From an optimization exercise on the open Yosys and OpenROAD flow, aimed at small area, a short achievable clock period and few clock cycles; shortcuts taken in it are not production practice. At most, simulation tests tie the RTL to the original design; equivalence was not proved. No functional check of the RTL was part of run 1. Power figures rest on the tool's default switching activity, not on a simulated workload.

==> flow/design.v (outline; a module is shown in full before it is edited, if it fits) <==
// module asdk_txf: 759 lines
module asdk_txf (
    input  wire        clk,
    input  wire        rst,           
    input  wire        cmd_valid,
    output wire        cmd_ready,
    input  wire [15:0] cmd,
    input  wire [7:0]  txq_free,
    output reg         tx_valid,
    output reg  [7:0]  tx_data,
    output reg         cmd_status,    
    output reg  [1:0]  tx_status,     
    output reg  [7:0]  tx_len,        
    output reg  [15:0] seq,
    output reg  [7:0]  tx_flen,       
    output reg  [31:0] tx_good,
    output reg  [31:0] tx_nobuf,
    output reg  [31:0] tx_oversize
);
  // ...
==> flow/run.sh <==
#!/bin/bash
# synth_recipe.tcl (not shown) runs the flow's synth.tcl, then flattens the netlist and writes it again
# the make line also repeats each setting of config.mk as NAME=value (left out here)
make -C /OpenROAD-flow-scripts/flow DESIGN_CONFIG=/design/flow/config.mk WORK_HOME=/design/flow/orfs CLKGATE_MAP_FILE= SYNTH_SCRIPT=/design/flow/synth_recipe.tcl finish
==> flow/config.mk <==
export PLATFORM = sky130hd
export DESIGN_NAME = asdk_txf
export DESIGN_NICKNAME = asdk_txf
export VERILOG_FILES = /design/flow/design.v
export SDC_FILE = /design/flow/constraint.sdc
export NUM_CORES = 4
export LEC_CHECK = 0
export CAP_MARGIN = 20
export CORE_MARGIN = 2
export CORE_UTILIZATION = 40
export SETUP_SLACK_MARGIN = 5
export SLEW_MARGIN = 20
==> flow/constraint.sdc <==
create_clock -name core_clock -period 10.0 [get_ports {clk}]
set_input_delay 2.0000 -clock core_clock [delete_from_list [all_inputs] [get_ports {clk}]]
set_output_delay 2.0000 -clock core_clock [all_outputs]
set_load 0.01 [all_outputs]
==> key figures, run 1 <==
Pwr
  – Power consumption: 0.0119 W
  – Power Sequential: 0.00624 W
  – Top pwr grp: registers

GRT
  – GR Layer Usage met2: 37.3%
  – Total grt overflow: 0

Timing
  – Fin crit share: 55.4%
  – Worst slew pin tran: 1160 ps

Logic synthesis
  – Syn Nets: 4785
  – Sequential share of the synthesized area: 61.2%
  – Mapped Cells: 4705
  – Asr flop ratio synth: 0%
  – XOR/XNOR share of the synthesized area: 3.19%

Placed design
  – Dpl hpwl: 132000 µm
  – Placer Congestion: 0.959
  – Dpl cell area: 67300 µm²

Setup path
  – R2r endpoint: tl_t[33]
  – Crit Path Max Fanout: 8
  – Reg2reg setup slack: 4460 ps
  – Critical Path End Type: flip-flop

Hold path
  – HP Start: tl_t[42]

Final layout
  – Top flop regs: mem (1032), em_t (48), tl_t (48)
  – Share of cells above drive strength 1: 22.6%

Run status
  – Outcome: finished clean

Die
  – Die area: 161000 µm²
  – Tap cells: 2058

Job
  – Max Cap Violations: 0

Route
  – Met2 wire len: 92000 µm
==> run 2, diff against run 1 <==
--- a/flow/design.v
+++ b/flow/design.v
@@ -33,22 +33,28 @@
     reg [1:0]  mode;
     reg [7:0]  cnt;            
     reg [7:0]  cs;             
     reg [7:0]  wptr;           
     reg [15:0] crc_p;          
     reg        pend_v;         
     reg [7:0]  pend_a;
     reg [7:0]  pend_d;
+    reg        w_v;            
+    reg [7:0]  w_a;
+    reg [7:0]  w_d;
     reg [15:0] crc_f;          
+    reg [1:0]  crc_nz;         
+    reg [1:0]  seq_nz;         
+    reg [7:0]  tl_flen;        
     reg [47:0] tl_t;           
     reg [2:0]  tl_n;           
     reg [7:0]  tl_pc;          
     reg        send_pend;      
-    reg [1:0]  send_age;
+    reg        send_age;       
     reg [7:0]  free_q;
     reg        em_act;
     reg        em_buf;         
     reg [7:0]  rptr;
     reg [7:0]  em_last;        
     reg        em_open;        
     reg [7:0]  em_cs;          
     reg [7:0]  em_code;
@@ -131,25 +137,27 @@
                 end else begin
                     code_pq = 1'b1; code_d = zcode(cnt[3:0]);
                     lit_we = 1'b1; lit_a = wptr + 8'd2;
                     cs_n = wptr + 8'd1; wptr_n = wptr + 8'd3; cnt_n = 8'd1; mode_n = M_NZ;
                 end
             end
         endcase
     end
+    wire [15:0] crc_n  = q_begin ? 16'hFFFF : (q_push ? crc_step(crc_p, q_imm) : crc_p);
+    wire [15:0] crc_fn = crc_step(crc_step(crc_n, seq[7:0]), seq[15:8]);
+    wire [15:0] seq_n  = seq + 16'd1;
     wire [4:0] le;
     assign le[0] = (cnt <= 8'd31);
     assign le[1] = (cnt <= 8'd30);
     assign le[2] = (cnt <= 8'd29);
     assign le[3] = (cnt <= 8'd28);
     assign le[4] = (cnt <= 8'd27);
     wire [31:0] tb  = {crc_f, seq};
-    wire [3:0]  tnz = {crc_f[15:8] != 8'h00, crc_f[7:0] != 8'h00,
-                       seq[15:8] != 8'h00, seq[7:0] != 8'h00};
+    wire [3:0]  tnz = {crc_nz, seq_nz};
     reg [2:0] jn;
     reg       jz2;     
     always @(*) begin
         if (mode == M_NZ1) begin
             jn = 3'd0; jz2 = !tnz[0];
         end else if (!tnz[0]) begin
             jn = 3'd0; jz2 = !tnz[1];
         end else if (!tnz[1]) begin
@@ -167,22 +175,40 @@
     reg [2:0] jz;
     always @(*) begin
         if (tnz[0])      jz = 3'd0;
         else if (tnz[1]) jz = 3'd1;
         else if (tnz[2]) jz = 3'd2;
         else if (tnz[3]) jz = 3'd3;
         else             jz = 3'd5;
     end
-    wire [4:0] kz  = {1'b0, cnt[3:0]} + {2'b0, jz};
-    wire       kov = (kz >= 5'd15);
-    wire [4:0] kr  = kz - 5'd15;
-    wire [7:0] zc  = zcode(kz[3:0]);
+    function [10:0] zrun(input [3:0] k0, input [2:0] j);
+        reg [4:0] kz;
+        begin
+            kz = {1'b0, k0} + {2'b0, j};
+            if (kz >= 5'd15) zrun = {kz[2:0] - 3'd6, 8'h00};    
+            else             zrun = {3'd0, zcode(kz[3:0])};
+        end
+    endfunction
+    wire [10:0] zr0 = zrun(cnt[3:0], 3'd0);
+    wire [10:0] zr1 = zrun(cnt[3:0], 3'd1);
+    wire [10:0] zr2 = zrun(cnt[3:0], 3'd2);
+    wire [10:0] zr3 = zrun(cnt[3:0], 3'd3);
+    wire [10:0] zr5 = zrun(cnt[3:0], 3'd5);
+    reg  [10:0] zr;
+    always @(*) begin
+        if (tnz[0])      zr = zr0;
+        else if (tnz[1]) zr = zr1;
+        else if (tnz[2]) zr = zr2;
+        else if (tnz[3]) zr = zr3;
+        else             zr = zr5;
+    end
+    wire [7:0] zc = zr[7:0];
     wire [1:0] tmode = mode;
-    wire [2:0] tflag = (mode == M_Z) ? (kov ? (kr[2:0] + 3'd1) : 3'd0)
+    wire [2:0] tflag = (mode == M_Z) ? zr[10:8]
                      : (mode == M_START) ? 3'd0 : {2'b00, pc_small};
     wire [2:0] tk_n;
     wire [2:0] tk_s0, tk_s1, tk_s2, tk_s3, tk_s4, tk_s5;
     wire [7:0] tk_c0, tk_c1, tk_c2, tk_c3, tk_c4, tk_c5;
     wire [8:0] tkey = {tmode, tflag, tnz};
     assign tk_n[0] =
         (tkey == 9'd0) | (tkey == 9'd1) | (tkey == 9'd4) | (tkey == 9'd8) | (tkey == 9'd10) | (tkey == 9'd11) |
         (tkey == 9'd13) | (tkey == 9'd14) | (tkey == 9'd15) | (tkey == 9'd128) | (tkey == 9'd130) | (tkey == 9'd131) |
@@ -603,29 +629,29 @@
                 3'd4:    tsel = z;
                 default: tsel = c;
             endcase
         end
     endfunction
     wire [47:0] tail_t = {tsel(tk_s5, tk_c5, zc, tb), tsel(tk_s4, tk_c4, zc, tb),
                           tsel(tk_s3, tk_c3, zc, tb), tsel(tk_s2, tk_c2, zc, tb),
                           tsel(tk_s1, tk_c1, zc, tb), tsel(tk_s0, tk_c0, zc, tb)};
-    wire [7:0] flen    = wptr + {5'd0, tl_n} + 8'd1;
+    wire [7:0] flen    = tl_flen;
     wire       em_done = em_act && !em_buf && (tptr == em_tn);
-    wire       resolve = send_pend && (send_age == 2'd2) && (!em_act || em_done);
+    wire       resolve = send_pend && send_age && (!em_act || em_done);
     wire       fits    = !(free_q < flen);
     wire       open_b  = (mode == M_NZ) || (mode == M_NZ1);
     wire do_lit  = q_push && lit_we;
     wire do_code = q_push && code_we;
     wire       we = do_lit || do_code || pend_v;
     wire [7:0] wa = do_lit ? lit_a : (do_code ? code_a : pend_a);
     wire [7:0] wd = do_lit ? q_imm : (do_code ? code_d : pend_d);
     always @(posedge clk) begin
-        if (we)
-            mem[wa] <= wd;
+        if (w_v)
+            mem[w_a] <= w_d;
     end
     always @(posedge clk) begin
         if (rst) begin
             tx_valid    <= 1'b0;
             tx_data     <= 8'h00;
             cmd_status  <= 1'b0;
             tx_status   <= 2'd0;
             tx_len      <= 8'd0;
@@ -640,22 +666,28 @@
             mode        <= M_START;
             cnt         <= 8'd0;
             cs          <= 8'd0;
             wptr        <= 8'd0;
             crc_p       <= 16'hFFFF;
             pend_v      <= 1'b0;
             pend_a      <= 8'd0;
             pend_d      <= 8'd0;
+            w_v         <= 1'b0;
+            w_a         <= 8'd0;
+            w_d         <= 8'd0;
             crc_f       <= 16'd0;
+            crc_nz      <= 2'd0;
+            seq_nz      <= 2'd0;
+            tl_flen     <= 8'd0;
             tl_t        <= 48'd0;
             tl_n        <= 3'd0;
             tl_pc       <= 8'd0;
             send_pend   <= 1'b0;
-            send_age    <= 2'd0;
+            send_age    <= 1'b0;
             free_q      <= 8'd0;
             em_act      <= 1'b0;
             em_buf      <= 1'b0;
             rptr        <= 8'd0;
             em_last     <= 8'd0;
             em_open     <= 1'b0;
             em_cs       <= 8'd0;
             em_code     <= 8'd0;
@@ -682,64 +714,69 @@
                             tx_len <= 8'd129;
                     end
                     OP_SEND: begin
                         if (tx_len > 8'd128) begin
                             tx_oversize <= tx_oversize + 32'd1;
                             tx_status   <= 2'd1;
                         end else begin
                             send_pend <= 1'b1;
-                            send_age  <= 2'd0;
+                            send_age  <= 1'b0;
                             free_q    <= txq_free;
                         end
                     end
                     default: cmd_status <= 1'b1;
                 endcase
             end
             if (q_push && code_pq) begin
                 pend_v <= 1'b1;
                 pend_a <= code_a;
                 pend_d <= code_d;
             end else if (!do_lit && !do_code)
                 pend_v <= 1'b0;
+            crc_p <= crc_n;
             if (q_begin) begin
                 mode  <= M_START;
                 cnt   <= 8'd0;
                 wptr  <= 8'd0;
-                crc_p <= 16'hFFFF;
             end else if (q_push) begin
                 mode  <= mode_n;
                 cnt   <= cnt_n;
                 cs    <= cs_n;
                 wptr  <= wptr_n;
-                crc_p <= crc_step(crc_p, q_imm);
             end
-            crc_f <= crc_step(crc_step(crc_p, seq[7:0]), seq[15:8]);
+            w_v   <= we;
+            w_a   <= wa;
+            w_d   <= wd;
+            crc_f  <= crc_fn;
+            crc_nz <= {crc_fn[15:8] != 8'h00, crc_fn[7:0] != 8'h00};
+            tl_flen <= wptr + {5'd0, tk_n} + 8'd1;
             tl_t  <= tail_t;
             tl_n  <= tk_n;
             tl_pc <= (jz2 && pc_small) ? (8'hE0 + pn) : (pn + 8'd1);
-            if (send_pend && (send_age != 2'd2))
-                send_age <= send_age + 2'd1;
+            if (send_pend)
+                send_age <= 1'b1;
             tx_valid <= 1'b0;
             if (em_act) begin
                 tx_valid <= 1'b1;
                 if (em_buf) begin
                     tx_data <= (em_open && (rptr == em_cs)) ? em_code : mem[rptr];
                     rptr    <= rptr + 8'd1;
                     if (rptr == em_last) em_buf <= 1'b0;
                 end else begin
                     tx_data <= em_t[7:0];
                     em_t    <= {8'h00, em_t[47:8]};
                     tptr    <= tptr + 3'd1;
                     if (tptr == em_tn) em_act <= 1'b0;
                 end
             end
             if (resolve) begin
                 send_pend <= 1'b0;
-                seq       <= seq + 16'd1;
+                seq       <= seq_n;
+                seq_nz    <= {seq_n[15:8] != 8'h00, seq_n[7:0] != 8'h00};
                 tx_flen   <= flen;
                 if (!fits) begin
                     tx_nobuf  <= tx_nobuf + 32'd1;
                     tx_status <= 2'd2;
                 end else begin
                     tx_good   <= tx_good + 32'd1;
                     tx_status <= 2'd0;
                     em_act    <= 1'b1;
==> key figures, run 2 <==
GRT
  – First-pass GRT wire length: 298000 µm (was 296000 µm)
  – Largest net degree at the start of global routing: 106 (was 148)
  – Total grt overflow: 0 (unchanged)
  – GRT Util Overall: 24.7% (was 24.8%)
  – Initial antenna violation count: 7 (was 5)
  – Vias in the first global route: 41900 (was 41300)

Timing
  – Rel. slew slack: 22.9% (was 21.8%)
  – Final hold violation count: 0 (unchanged)
  – Final setup viols: 0 (unchanged)
  – Sum Neg Setup Slack: 0 ps (unchanged)
  – Fmax achieved: 197 MHz (was 180 MHz)
  – Fin Clk Skew: 39.9 ps (was 64.8 ps)
  – Final min period: 5080 ps (was 5540 ps)
  – RSZ-0062 raised after global routing: yes (unchanged)
  – Worst slew pin tran: 1150 ps (was 1160 ps)
  – Fin. max-slew vios: 0 (unchanged)
  – Fin worst setup slack: 4920 ps (was 4460 ps)
  – Fin crit share: 50.8% (was 55.4%)

Final layout
  – Cell area after layout: 74500 µm² (was 75100 µm²)
  – Commonest non-fill, non-tap cell in the layout: edfxtp_1 (unchanged)
  – Register area: 39300 µm² (was 38700 µm²)
  – Area of the multi-input gates: 24300 µm² (was 25000 µm²)
  – Reg with most FFs: mem (unchanged)
  – P&R area growth vs syn: 15.5% (was 18.9%)
  – FILL cells: 14200 (was 13600)
  – Share of cells above drive strength 1: 16.7% (was 22.6%)
  – Top flop regs: mem (1032), em_t (48), tl_t (48) (unchanged)
  – Max reg flops: 1032 (unchanged)
  – # nets final: 5125 (was 5003)
  – Most frequent cells in the layout: edfxtp_1, nor2_1, dfxtp_1 (unchanged)

Job
  – Max Cap Violations: 0 (unchanged)

Logic synthesis
  – Yosys top cell area share: 48.0% (was 49.0%)
  – Syn Nets: 4976 (was 4785)
  – Sequential share of the synthesized area: 60.8% (was 61.2%)
  – Cell taking the most area after synthesis: edfxtp_1 (unchanged)
  – Yosys cell types: 98 (was 104)
  – Mapped Cells: 4895 (was 4705)
  – Syn Std Cell Area: 64600 µm² (was 63200 µm²)
  – Synthesized area per cell: 13.2 µm² (was 13.4 µm²)
  – Most frequent cell after synthesis: edfxtp_1 (unchanged)
  – Ys Warns: 1 (unchanged)
  – EDFF count, synth: 1032 (unchanged)
  – Most frequent cells after synthesis: edfxtp_1, nor2_1, dfxtp_1 (unchanged)
  – #FFs+latches synth: 1444 (was 1416)
  – Synth area leaders: edfxtp_1, dfxtp_1, mux4_2 (unchanged)
  – Asr flop ratio synth: 0% (unchanged)
  – Leading register cell type out of synthesis: edfxtp_1 (unchanged)

CTS
  – CTS H-Tree Depth: 4 (unchanged)
  – Root Buffer: clkbuf_16 (unchanged)
  – Worst-skew pair later-pin latency: 800 ps (was 810 ps)
  – Clock tree buffer depth: 3 (unchanged)
  – CTS buffer count: 151 (was 153)
  – Num Clock Sinks: 1444 (was 1416)
  – Clock transition at path regs: 60 ps (about the same)
  – CTS tree: built (unchanged)

Pwr
  – Worst vdd ir: 0.179 mV (was 0.187 mV)
  – Leakage Power: 23.9 nW (was 23.8 nW)
  – Power Density: 162 nW/µm² (was 159 nW/µm²)

Die
  – Die Height: 406 µm (was 401 µm)
  – Die area: 165000 µm² (was 161000 µm²)
  – Top-level port count: 168 (unchanged)
  – Starting density of the core: 40.3% (was 40.4%)
  – Core ar.: 160000 µm² (was 157000 µm²)
  – Row count: 147 (was 145)
  – Die width: 406 µm (was 401 µm)

Setup path
  – Critical Path End Type: flip-flop (unchanged)
  – Setup Crit Path Kind: reg2reg (unchanged)
  – Crit Path Max Fanout: 46 (was 8)
  – Worst EP required: 10690 ps (was 10640 ps)
  – Setup crit start kind: flip-flop (unchanged)
  – Critical Path AT: 5770 ps (was 6180 ps)

Route
  – Avg WL per Cell: 27.9 µm (was 28.8 µm)
  – Final WL: 205000 µm (about the same)
  – Number of remaining DRC errors: 0 (unchanged)
  – DRT iter0 DRCs: 4913 (was 5038)
  – Antenna-violating nets left: 0 (unchanged)
  – Via density: 5.91 (was 6.06)
  – Vias: 43300 (was 43100)
  – Drt pass-1 iters: 8 (was 6)

Hold path
  – Min-delay worst type: reg2reg (unchanged)

Placed design
  – Placer Congestion: 1.00 (was 0.959)
  – DP Worst Slack: 2880 ps (was 2540 ps)
  – Dpl hpwl: 137000 µm (was 132000 µm)
  – Dpl cell area: 68600 µm² (was 67300 µm²)
  – Input/output buffers: 167 (unchanged)

Run status
  – Outcome: finished clean (unchanged)
## run 2: cell count changes after synthesis, sizes merged, moves of 28 or more
cell / delta
xor2: +40
dfxtp: +28
nor3: -35
nor2: +40
nand2: +47
o21ai: -40
a21oi: +64
## run 2: cells by family after synthesis
logic type      after synthesis  share of synthesized area, %
simple gates               1468                          10.3
flops                      1444                          60.8
compound gates              853                          8.78
mux                         432                          13.2
buf+inv                     392                          2.42
xor+xnor                    252                          3.43
fa+ha+maj                    54                          1.07
## run 2: final cells by class
type	instances	share of cell area (%)
flip-flops and latches	1444	52.7
diodes	2	0.00671
inverters	62	0.322
repair buffers	326	4.20
clock buffers	204	5.62
clock inverters	75	0.913
well taps	2160	3.63
multi-input cells	3059	32.6
## run 2: worst paths after layout
path / startpoint / endpoint / slack, ps / cells after the start
worst max register to register: seq_nz[0] / tl_flen[6] / 4920 / 16
worst min-delay path: tl_pc[4] / em_code[4] / 430 / 2
worst min register to register: tl_pc[4] / em_code[4] / 430 / 2
worst max-delay path: seq_nz[0] / tl_flen[6] / 4920 / 16
## run 2: repair_timing
item                       CTS  global route
setup buffers               29            13
setup endpoints to repair   61            50
pin swaps                    9            13
hold buffers                 0             0
gates resized for setup     93            41
gates cloned                 2             1
## run 2: layer usage
metal	vias up	share of wire, %	track usage [%]
li1	19000	-	-
met4	6	4.3	10.4
met1	22100	42	34.2
met2	1831	46	38.0
met3	393	7.5	4.60
met5	-	0.023	0
## run 2: critical path: stages (launching register included)
cell,delay [ps]
dfxtp_2,390
buf_16,210
or2_2,480
nor2_2,540
nand2_2,430
nand2_1,470
nand2_1,180
o221ai_2,280
a21o_1,230
nor2_1,60
and4_4,190
ha_1,220
fa_1,430
nor2b_2,160
o21ai_1,100
or3_1,380
a21oi_1,150
## run 2: power breakdown
part | leakage, nW | internal (W) | switching, W
Clock | 2.38 | 0.00314 | 0.00239
Sequential | 12.9 | 0.00633 | 0.0000121
Combinational | 8.66 | 0.0000644 | 0.000152
Total | 23.9 | 0.00954 | 0.00255
## run 2: stage by stage
step                total power [W]  instances  hold WS, ps  util [%]
floorplan                   0.00659       4895          417         -
global placement            0.00668       7006          424      42.8
detailed placement          0.00668       7006          425      42.8
CTS                          0.0122       7316          432      46.2
global route                 0.0124       7331          454      46.5
finish                       0.0121       7332          434      46.5
Testbench counts of run 2, summed over its fixed seeds: cycles 31,748.

## what the ideal ports hide
How much do the figures lean on ideal ports? The routed layouts below were timed once more, with nothing changed but the port constraints.
Step 1: set_driving_cell puts a clkbuf_16 on clk and a buf_2 on each other input, an assumption about the parent block.
Step 2 moves the port delays by t, midway between the first and last clock arrival at a register: inputs arrive t later, outputs are due t later. That takes back most of the time a late clock gives input paths.
a / b / c = ideal / step 1 / step 2; a / b = the first two.
| run | shift t [ns] | slack for setup (ns) | worst hold slack (ns) | worst setup path after step 2 |
|---|---|---|---|---|
| run 1 | 0.859 | 4.460 / 4.460 / 4.460 | 0.420 / 0.420 / 0.420 | register to register |
| run 2 | 0.865 | 4.918 / 4.918 / 4.556 | 0.434 / 0.434 / 0.434 | input to register |
After both steps every run listed still meets setup and hold. The setup slack of run 2, which loses most, moves by 0.000 ns with the drivers and by -0.362 ns with both steps.
